Context: an optimization exercise on an open-source flow, tuned for small area, a short achievable clock period and few clock cycles per item. The choices shown serve that exercise and are no tape-out recipe.
Only simulation tests tie the RTL to the original design; equivalence was not proved.
Power figures rest on the tool's default switching activity, not on a simulated workload.

==> inputs of job 5455 <==
Design flt_engine, start of the top module:
module flt_engine (
    input  wire        clk,
    input  wire        rst,
    input  wire        cmd_valid,
    output reg         cmd_ready,
    input  wire [2:0]  cmd_op,
    input  wire [31:0] cmd_data,
    output reg         res_valid,
    output wire [31:0] res_data
);
clock: 20.0 ns
lec_check: 0
cap_margin: 20
core_margin: 2
core_utilization: 40
slew_margin: 20
standard.sh (not shown) runs the stock make flow with config.mk's settings and CLKGATE_MAP_FILE= SYNTH_SCRIPT=/design/flow/synth_recipe.tcl, a recipe that flattens the netlist after the stock synthesis.
==> flow/flow/run.sh <==
#!/bin/bash
set -euo pipefail
bash standard.sh SETUP_SLACK_MARGIN=9 TNS_END_PERCENT=100 finish > flow_make.log 2>&1
==> inputs of job 5896, as changes to job 5455 <==
--- a/flow/design.v
+++ b/flow/design.v
@@ -421,17 +421,17 @@
     wire [31:0] yv = hp[2] ? m_y : a_y;
     always @(posedge clk) begin
         if (is_run | is_cut) xc <= (op0 == OP_CUTOFF) ? fc_clp : d0;
         else if (dv) xc[DS-1:0] <= qf;
         if (lp[1] | bp[2] | ct[0]) mr0 <= m_y;
         else if (dv) mr0[24:0] <= rr;
         dfirst <= ct[1];
-        mr1 <= m_y;      
+        if (lp[2] | bp[3] | bp[4]) mr1 <= m_y;
         if (lp[0] | hp[0] | hp[1] | bp[0] | ct[1]) ar0 <= a_y;
-        ar1 <= a_y;      
+        if (bp[4]) ar1 <= a_y;
         if (ct[1]) dea <= mr0[30:23];
         if (acc) d0 <= cmd_data;
         op0 <= op0_n;
         dcnt <= dcnt_n;
         if (rst) begin
             mode      <= 2'd0;
             alpha     <= 32'd0;
==> flow/flow/run.sh (replaced) <==
#!/bin/bash
set -euo pipefail
bash standard.sh SETUP_SLACK_MARGIN=8 TNS_END_PERCENT=100 finish > flow_make.log 2>&1
==> run notes <==
|  | job 5896 | job 5455 |
|---|---|---|
| Number of buffers created by CTS | 54 | 55 |
| Proportion of cell area occupied by multi-input gates | 0.675 | 0.668 |
| Status | timing/DRC/antenna clean | timing/DRC/antenna clean |
| Highest Signal Layer | met4 | met5 |
| Worst setup path startpoint | hp[0] | ar0[4] |
| Placed cell area | 62,800 µm² | 63,100 µm² |
| Avg WL per Cell | 27.0 µm | 27.9 µm |
| Sequential-to-total area share from yosys stat | 0.198 | 0.188 |
| CP max FO | 36 | 14 |
| Xor/xnor share of the synthesized area | 0.0837 | 0.0839 |
| Vias in the first global route | 56,523 | 59,044 |
| Share of power burned in combinational logic | 0.706 | 0.738 |
| Net Sw Power | 0.00385 W | 0.00436 W |
| Post-cts repair resize count | 170 | 350 |
| Die Height | 391 µm | 391 µm |
| M2 GR Usage | 0.499 | 0.527 |
| Path depth of the worst reg2reg path | 43 | 65 |
| DR vias/cell | 6.32 | 6.35 |
| Area occupied by registers | 11,900 µm² | 11,300 µm² |
| Standby leakage power | 27.2 nW | 28.7 nW |
| Final estimated routing congestion in global placement | 1.02 | 0.995 |
| Reg2Reg Launch Point | hp[0] | ar0[4] |
| Total number of vias | 61,012 | 63,104 |
| Power per cell area | 109 nW/µm² | 115 nW/µm² |
Testbench counts of job 5455, summed over its fixed seeds: cycles 53,547, items 20,202.
Testbench counts of job 5896, summed over its fixed seeds: cycles 53,547, items 20,202.

========
==> inputs of maple <==
Another version of the RTL of flt_engine (not shown whole).
export LEC_CHECK = 0
export CAP_MARGIN = 20
export CORE_MARGIN = 2
export CORE_UTILIZATION = 40
export SLEW_MARGIN = 20
export SYNTH_HIERARCHICAL = 1
export SYNTH_MINIMUM_KEEP_SIZE = 0
create_clock -name core_clock -period 20.0 [get_ports {clk}]
==> flow/flow/run.sh <==
#!/bin/bash
set -euo pipefail
bash standard.sh SETUP_SLACK_MARGIN=9 TNS_END_PERCENT=100 finish > flow_make.log 2>&1
==> inputs of raven, as changes to maple <==
--- a/flow/design.v
+++ b/flow/design.v
@@ -106,69 +106,39 @@
             y = {sb, b[30:0]};
         else if (near)
             y = near_y;
         else
             y = far_y;
     end
 endmodule
-module fp32_benc (
-    input  wire [31:0] b,
-    output wire        bs,       
-    output wire [7:0]  be,       
-    output wire [12:0] bneg,     
-    output wire [12:0] bone,     
-    output wire [12:0] btwo,     
-    output wire [4:0]  btz       
-);
-    wire [25:0] mb = {2'b00, 1'b1, b[22:0]};
-    assign bs = b[31];
-    assign be = b[30:23];
-    genvar i;
-    generate
-        for (i = 0; i < 13; i = i + 1) begin : dig
-            wire b2 = mb[2*i+1];
-            wire b1 = mb[2*i];
-            wire b0 = (i == 0) ? 1'b0 : mb[2*i-1];
-            assign bneg[i] = b2 & ~(b1 & b0);
-            assign bone[i] = b1 ^ b0;
-            assign btwo[i] = (b2 & ~b1 & ~b0) | (~b2 & b1 & b0);
-        end
-    endgenerate
-    function automatic [4:0] tz24(input [23:0] v);
-        integer j;
-        begin
-            tz24 = 5'd24;
-            for (j = 23; j >= 0; j = j - 1)
-                if (v[j]) tz24 = j[4:0];
-        end
-    endfunction
-    assign btz = tz24(mb[23:0]);
-endmodule
 module fp32_mul (
     input  wire [31:0] a,
-    input  wire        bs,
-    input  wire [7:0]  be,
-    input  wire [12:0] bneg,
-    input  wire [12:0] bone,
-    input  wire [12:0] btwo,
-    input  wire [4:0]  btz,
+    input  wire [31:0] b,
     output reg  [31:0] y
 );
-    wire        s  = a[31] ^ bs;
+    wire        s  = a[31] ^ b[31];
     wire [7:0]  ea = a[30:23];
-    wire [7:0]  eb = be;
+    wire [7:0]  eb = b[30:23];
     wire        z  = (ea == 8'd0) | (eb == 8'd0);
     wire [23:0] ma = {1'b1, a[22:0]};
+    wire [25:0] mb = {2'b00, 1'b1, b[22:0]};
     reg  [25:0] row [0:12];
-    wire [12:0] neg = bneg;
+    reg  [12:0] neg;
     integer i;
     always @* begin
         for (i = 0; i < 13; i = i + 1) begin : rows
+            reg b2, b1, b0, one, two;
             reg [24:0] mag;
-            mag = bone[i] ? {1'b0, ma} : btwo[i] ? {ma, 1'b0} : 25'd0;
+            b2 = mb[2*i+1];
+            b1 = mb[2*i];
+            b0 = (i == 0) ? 1'b0 : mb[2*i-1];
+            neg[i] = b2 & ~(b1 & b0);
+            one = b1 ^ b0;
+            two = (b2 & ~b1 & ~b0) | (~b2 & b1 & b0);
+            mag = one ? {1'b0, ma} : two ? {ma, 1'b0} : 25'd0;
             row[i] = {~neg[i], neg[i] ? ~mag : mag};
         end
     end
     wire [47:0] p = 48'h555556000000
         + ({22'd0, row[0]})        + ({20'd0, row[1], 2'd0})   + ({18'd0, row[2], 4'd0})
         + ({16'd0, row[3], 6'd0})  + ({14'd0, row[4], 8'd0})   + ({12'd0, row[5], 10'd0})
         + ({10'd0, row[6], 12'd0}) + ({8'd0, row[7], 14'd0})   + ({6'd0, row[8], 16'd0})
@@ -181,15 +151,15 @@
         integer j;
         begin
             tz24 = 5'd24;
             for (j = 23; j >= 0; j = j - 1)
                 if (v[j]) tz24 = j[4:0];
         end
     endfunction
-    wire [5:0]  tzs = {1'b0, tz24(ma)} + {1'b0, btz};
+    wire [5:0]  tzs = {1'b0, tz24(ma)} + {1'b0, tz24(mb[23:0])};
     wire        st_hi = (tzs < 6'd23);    
     wire        st_lo = (tzs < 6'd22);    
     wire        gh  = p[23], gl = p[22];
     wire        uph = gh & (st_hi | p[24]);
     wire        upl = gl & (st_lo | p[23]);
     wire [22:0] frh = p[46:24] + {22'd0, uph};
     wire [22:0] frl = p[45:23] + {22'd0, upl};
@@ -316,15 +286,16 @@
     reg [2:0]  hp;
     reg [5:0]  bp;
     reg [1:0]  ct;
     reg        pend;            
     reg [31:0] mr0, mr1, ar0, ar1;
     reg        dv;
     reg  [3:0]  dcnt;
-    reg        dfirst;          
+    reg [24:0] rem;
+    reg [DS-1:0] q;
     reg [7:0]  dea;
     assign res_data = y1;
     function automatic [31:0] daz(input [31:0] v);
         daz = (v[30:23] == 8'd0) ? 32'd0 : v;
     endfunction
     function automatic flt_lt(input [31:0] p, input [31:0] r);
         reg [31:0] pp, qq;
@@ -367,15 +338,15 @@
         begin
             {oa, om} = occ(l, h, b, c);
             case (op)
                 OP_ALPHA:  can_issue = ~pd & ~l[0] & ~|h[1:0];
                 OP_BETA:   can_issue = ~|b[1:0];
                 OP_GAMMA:  can_issue = ~|b[2:0];
                 OP_DELTA:  can_issue = ~|b[3:0];
-                OP_CUTOFF: can_issue = ~pd & ~b[0] & ~om[0] & ~oa[1];
+                OP_CUTOFF: can_issue = ~pd & ~om[0] & ~oa[1];
                 OP_MODE:   can_issue = 1'b1;
                 OP_CLEAR:  can_issue = ~|l & ~|h & ~|b;
                 default: begin  
                     if (pd & ~dlast)
                         can_issue = 1'b0;
                     else if (md == 2'd0)
                         can_issue = ~l[0] & ~|h[1:0] & ~|b[4:0]
@@ -402,83 +373,70 @@
     wire [2:0]  hp_n   = {hp[1:0], is_run & (mode == 2'd1)};
     wire [5:0]  bp_n   = {bp[4:0], is_run & mode[1]};
     wire [1:0]  ct_n   = {ct[0], is_cut};
     wire        pend_n = is_cut | (pend & ~dlast);
     wire        dv_n   = ct[1] | (dv & ~dlast);
     wire [3:0]  dcnt_n = ct[1] ? 4'd0 : dv ? dcnt + 4'd1 : dcnt;
     wire        dlast_n = dv_n & (dcnt_n == DN - 1);
-    reg s_ma_xc, s_ma_y1, s_ma_ar0, s_ma_y2;
-    wire [31:0] ma = ({32{s_ma_xc}} & xc)   | ({32{s_ma_y1}} & y1)
-                   | ({32{s_ma_ar0}} & ar0) | ({32{s_ma_y2}} & y2);
-    reg         mbs;
-    reg  [7:0]  mbe;
-    reg  [12:0] mbneg, mbone, mbtwo;
-    reg  [4:0]  mbtz;
+    reg s_ma_alpha, s_ma_y1, s_ma_beta, s_ma_gamma, s_ma_delta, s_ma_k;
+    reg s_mb_xc, s_mb_ar0, s_mb_y1, s_mb_y2;
+    wire [31:0] ma = ({32{s_ma_alpha}} & alpha) | ({32{s_ma_y1}} & y1)
+                   | ({32{s_ma_beta}} & beta)   | ({32{s_ma_gamma}} & gamma)
+                   | ({32{s_ma_delta}} & delta) | ({32{s_ma_k}} & F_W_SCALE);
+    wire [31:0] mb = ({32{s_mb_xc}} & xc) | ({32{s_mb_ar0}} & ar0)
+                   | ({32{s_mb_y1}} & y1) | ({32{s_mb_y2}} & y2);
     wire [31:0] m_y;
-    fp32_mul u_mul (.a(ma), .bs(mbs), .be(mbe), .bneg(mbneg), .bone(mbone),
-                    .btwo(mbtwo), .btz(mbtz), .y(m_y));
+    fp32_mul u_mul (.a(ma), .b(mb), .y(m_y));
     reg s_aa_nalpha, s_aa_mr0, s_aa_xc, s_aa_ar0, s_aa_ar1;
     reg s_ab_one, s_ab_mr1, s_ab_x1, s_ab_y1, s_ab_x2, asub;
     wire [31:0] aa = ({32{s_aa_nalpha}} & {~alpha[31], alpha[30:0]})
                    | ({32{s_aa_mr0}} & mr0) | ({32{s_aa_xc}} & xc)
                    | ({32{s_aa_ar0}} & ar0) | ({32{s_aa_ar1}} & ar1);
     wire [31:0] ab = ({32{s_ab_one}} & F_ONE) | ({32{s_ab_mr1}} & mr1)
                    | ({32{s_ab_x1}} & x1) | ({32{s_ab_y1}} & y1) | ({32{s_ab_x2}} & x2);
     wire [31:0] a_y;
     fp32_add u_add (.a(aa), .b(ab), .sub(asub), .y(a_y));
-    wire [31:0] mb_n = ({32{lp_n[1] | hp_n[2]}} & alpha) | ({32{lp_n[2]}} & ar0)
-                     | ({32{bp_n[2]}} & beta) | ({32{bp_n[3]}} & gamma)
-                     | ({32{bp_n[4]}} & delta) | ({32{ct_n[0]}} & F_W_SCALE);
-    wire        mbs_n;
-    wire [7:0]  mbe_n;
-    wire [12:0] mbneg_n, mbone_n, mbtwo_n;
-    wire [4:0]  mbtz_n;
-    fp32_benc u_benc (.b(mb_n), .bs(mbs_n), .be(mbe_n), .bneg(mbneg_n), .bone(mbone_n),
-                      .btwo(mbtwo_n), .btz(mbtz_n));
     wire [23:0] dvs = {1'b1, ar0[22:0]};
     reg  [24:0] rr;
     reg  [DK-1:0] qb;
     reg  [25:0] df;
     integer k;
     always @* begin
-        rr = dfirst ? {2'b01, mr0[22:0]} : mr0[24:0];
+        rr = rem;
         for (k = DK - 1; k >= 0; k = k - 1) begin
             df = {1'b0, rr} - {2'b00, dvs};
             qb[k] = ~df[25];
             rr = df[25] ? rr : df[24:0];
             rr = {rr[23:0], 1'b0};
         end
     end
-    wire [DS-1:0] qf = {xc[DS-DK-1:0], qb};
+    wire [DS-1:0] qf = {q[DS-DK-1:0], qb};
     wire          qi = qf[DS-1];
     wire [23:0]   dm = qi ? qf[DS-1:DS-24] : qf[DS-2:DS-25];
     wire          dg = qi ? qf[DS-25] : qf[DS-26];
     wire          dsx = (qi ? |qf[DS-26:0] : |qf[DS-27:0]) | (rr != 25'd0);
     wire          dup = dg & (dsx | dm[0]);
     wire [24:0]   dmr = {1'b0, dm} + {24'd0, dup};
     wire [9:0]    dex = {2'b00, dea} - {2'b00, ar0[30:23]} + 10'd126 + {9'd0, qi} + {9'd0, dmr[24]};
     wire [31:0]   dq  = {1'b0, dex[7:0], dmr[24] ? dmr[23:1] : dmr[22:0]};
     wire done_y = lp[3] | hp[2] | bp[5];
     wire [31:0] yv = hp[2] ? m_y : a_y;
     always @(posedge clk) begin
         if (is_run | is_cut) xc <= (op0 == OP_CUTOFF) ? fc_clp : d0;
-        else if (dv) xc[DS-1:0] <= qf;
         if (lp[1] | bp[2] | ct[0]) mr0 <= m_y;
-        else if (dv) mr0[24:0] <= rr;
-        dfirst <= ct[1];
-        mbs   <= mbs_n;
-        mbe   <= mbe_n;
-        mbneg <= mbneg_n;
-        mbone <= mbone_n;
-        mbtwo <= mbtwo_n;
-        mbtz  <= mbtz_n;
-        mr1 <= m_y;      
+        if (lp[2] | bp[3] | bp[4]) mr1 <= m_y;
         if (lp[0] | hp[0] | hp[1] | bp[0] | ct[1]) ar0 <= a_y;
-        ar1 <= a_y;      
-        if (ct[1]) dea <= mr0[30:23];
+        if (bp[4]) ar1 <= a_y;
+        if (ct[1]) begin
+            rem <= {2'b01, mr0[22:0]};
+            dea <= mr0[30:23];
+        end else if (dv) begin
+            rem <= rr;
+            q   <= qf;
+        end
         if (acc) d0 <= cmd_data;
         op0 <= op0_n;
         dcnt <= dcnt_n;
         if (rst) begin
             mode      <= 2'd0;
             alpha     <= 32'd0;
             beta      <= 32'd0;
@@ -493,22 +451,29 @@
             hp        <= 3'd0;
             bp        <= 6'd0;
             ct        <= 2'd0;
             pend      <= 1'b0;
             dv        <= 1'b0;
             res_valid <= 1'b0;
             cmd_ready <= 1'b0;
-            {s_ma_xc, s_ma_y1, s_ma_ar0, s_ma_y2} <= 4'd0;
+            {s_ma_alpha, s_ma_y1, s_ma_beta, s_ma_gamma, s_ma_delta, s_ma_k} <= 6'd0;
+            {s_mb_xc, s_mb_ar0, s_mb_y1, s_mb_y2} <= 4'd0;
             {s_aa_nalpha, s_aa_mr0, s_aa_xc, s_aa_ar0, s_aa_ar1} <= 5'd0;
             {s_ab_one, s_ab_mr1, s_ab_x1, s_ab_y1, s_ab_x2, asub} <= 6'd0;
         end else begin
-            s_ma_xc     <= lp_n[1] | ct_n[0];
-            s_ma_y1     <= lp_n[2] | bp_n[3];
-            s_ma_ar0    <= hp_n[2] | bp_n[2];
-            s_ma_y2     <= bp_n[4];
+            s_ma_alpha  <= lp_n[1] | hp_n[2];
+            s_ma_y1     <= lp_n[2];
+            s_ma_beta   <= bp_n[2];
+            s_ma_gamma  <= bp_n[3];
+            s_ma_delta  <= bp_n[4];
+            s_ma_k      <= ct_n[0];
+            s_mb_xc     <= lp_n[1] | ct_n[0];
+            s_mb_ar0    <= lp_n[2] | hp_n[2] | bp_n[2];
+            s_mb_y1     <= bp_n[3];
+            s_mb_y2     <= bp_n[4];
             s_aa_nalpha <= lp_n[0];
             s_aa_mr0    <= lp_n[3] | bp_n[4] | ct_n[1];
             s_aa_xc     <= hp_n[0] | bp_n[0];
             s_aa_ar0    <= hp_n[1];
             s_aa_ar1    <= bp_n[5];
             s_ab_one    <= lp_n[0] | ct_n[1];
             s_ab_mr1    <= lp_n[3] | bp_n[4] | bp_n[5];
==> flow/flow/run.sh (replaced) <==
#!/bin/bash
set -euo pipefail
bash standard.sh SETUP_SLACK_MARGIN=8 TNS_END_PERCENT=100 finish > flow_make.log 2>&1
==> inputs of garnet, as changes to maple <==
--- a/flow/config.mk
+++ b/flow/config.mk
@@ -5,9 +5,7 @@
 export SDC_FILE = /design/flow/constraint.sdc
 export NUM_CORES = 4
 export LEC_CHECK = 0
 export CAP_MARGIN = 20
 export CORE_MARGIN = 2
 export CORE_UTILIZATION = 40
 export SLEW_MARGIN = 20
-export SYNTH_HIERARCHICAL = 1
-export SYNTH_MINIMUM_KEEP_SIZE = 0
==> run notes <==
metric	maple	garnet	raven
Clock latency of the later-clocked register in the worst-skew pair	670 ps	640 ps	650 ps
Number of global-route vias before repair	62000	59100	60200
Largest fanout on the critical path	14	28	62
Total sequential power	0.00120 W	0.00119 W	0.00125 W
Status	timing/DRC/antenna clean	timing/DRC/antenna clean	timing/DRC/antenna clean
Detailed-route vias per instance	6.34	6.42	6.43
Setup Skew	40.9 ps	24.4 ps	33.6 ps
Pin count of the biggest net entering global routing	88	72	88
Measured slew at the worst slew-check pin	1160 ps	1180 ps	1150 ps
Gate Count Post-Synth	8241	7766	7925
Sequential share of cell area	17.0%	17.7%	19.0%
Switching power summed over all nets	0.00407 W	0.00420 W	0.00431 W
Worst Path Required	20520 ps	20590 ps	20540 ps
Met2 demand-to-capacity share in global routing	51.6%	50.9%	50.6%
Leakage power of the design	29.6 nW	28.2 nW	27.8 nW
Worst rel slew slack	22.4%	19.0%	23.6%
Area after DPL	67100 um2	63800 um2	67100 um2
Fraction of power spent switching nets	52.1%	53.2%	53.3%
Power per Cell Area	108 nW/um2	114 nW/um2	115 nW/um2
Number of synthesized register bits	547	544	542
Number of antenna violations at the first check in global routing	9	12	12
Total number of multi-input combinational cells	6599	6203	6335
Testbench counts of maple, summed over its fixed seeds: cycles 53,547, items 20,202.
Testbench counts of raven, summed over its fixed seeds: cycles 53,547, items 20,202.
Testbench counts of garnet, summed over its fixed seeds: cycles 53,547, items 20,202.

[separate check: timing with driven ports]
How much do the figures lean on ideal ports? The routed layouts below were timed once more, with nothing changed but the port constraints. Step 1 assumes that a clkbuf_16 drives the clock port and a buf_2 every other input. Step 2 times the ports against the registers' clock, not the clock port: input delays grow and output delays shrink by t, the midpoint of the rising clock arrivals with the driver on. Slacks: ideal / step 1 / step 2; pairs: ideal / step 1.
run	t (ns)	setup slack, ns	worst setup path after step 2	slew at the worst register clock pin (ns)	pins driven straight from the clock port
job 5455	0.688	9.038 / 9.038 / 9.038	register to register	0.07 / 0.07	1
job 5896	0.693	8.361 / 8.361 / 8.361	register to register	0.07 / 0.07	1
maple	0.706	9.265 / 9.265 / 9.265	register to register	0.07 / 0.07	1
raven	0.685	8.452 / 8.452 / 8.452	register to register	0.07 / 0.07	1
garnet	0.690	9.273 / 9.273 / 9.273	register to register	0.07 / 0.07	1
After both steps every run listed still meets setup and hold.
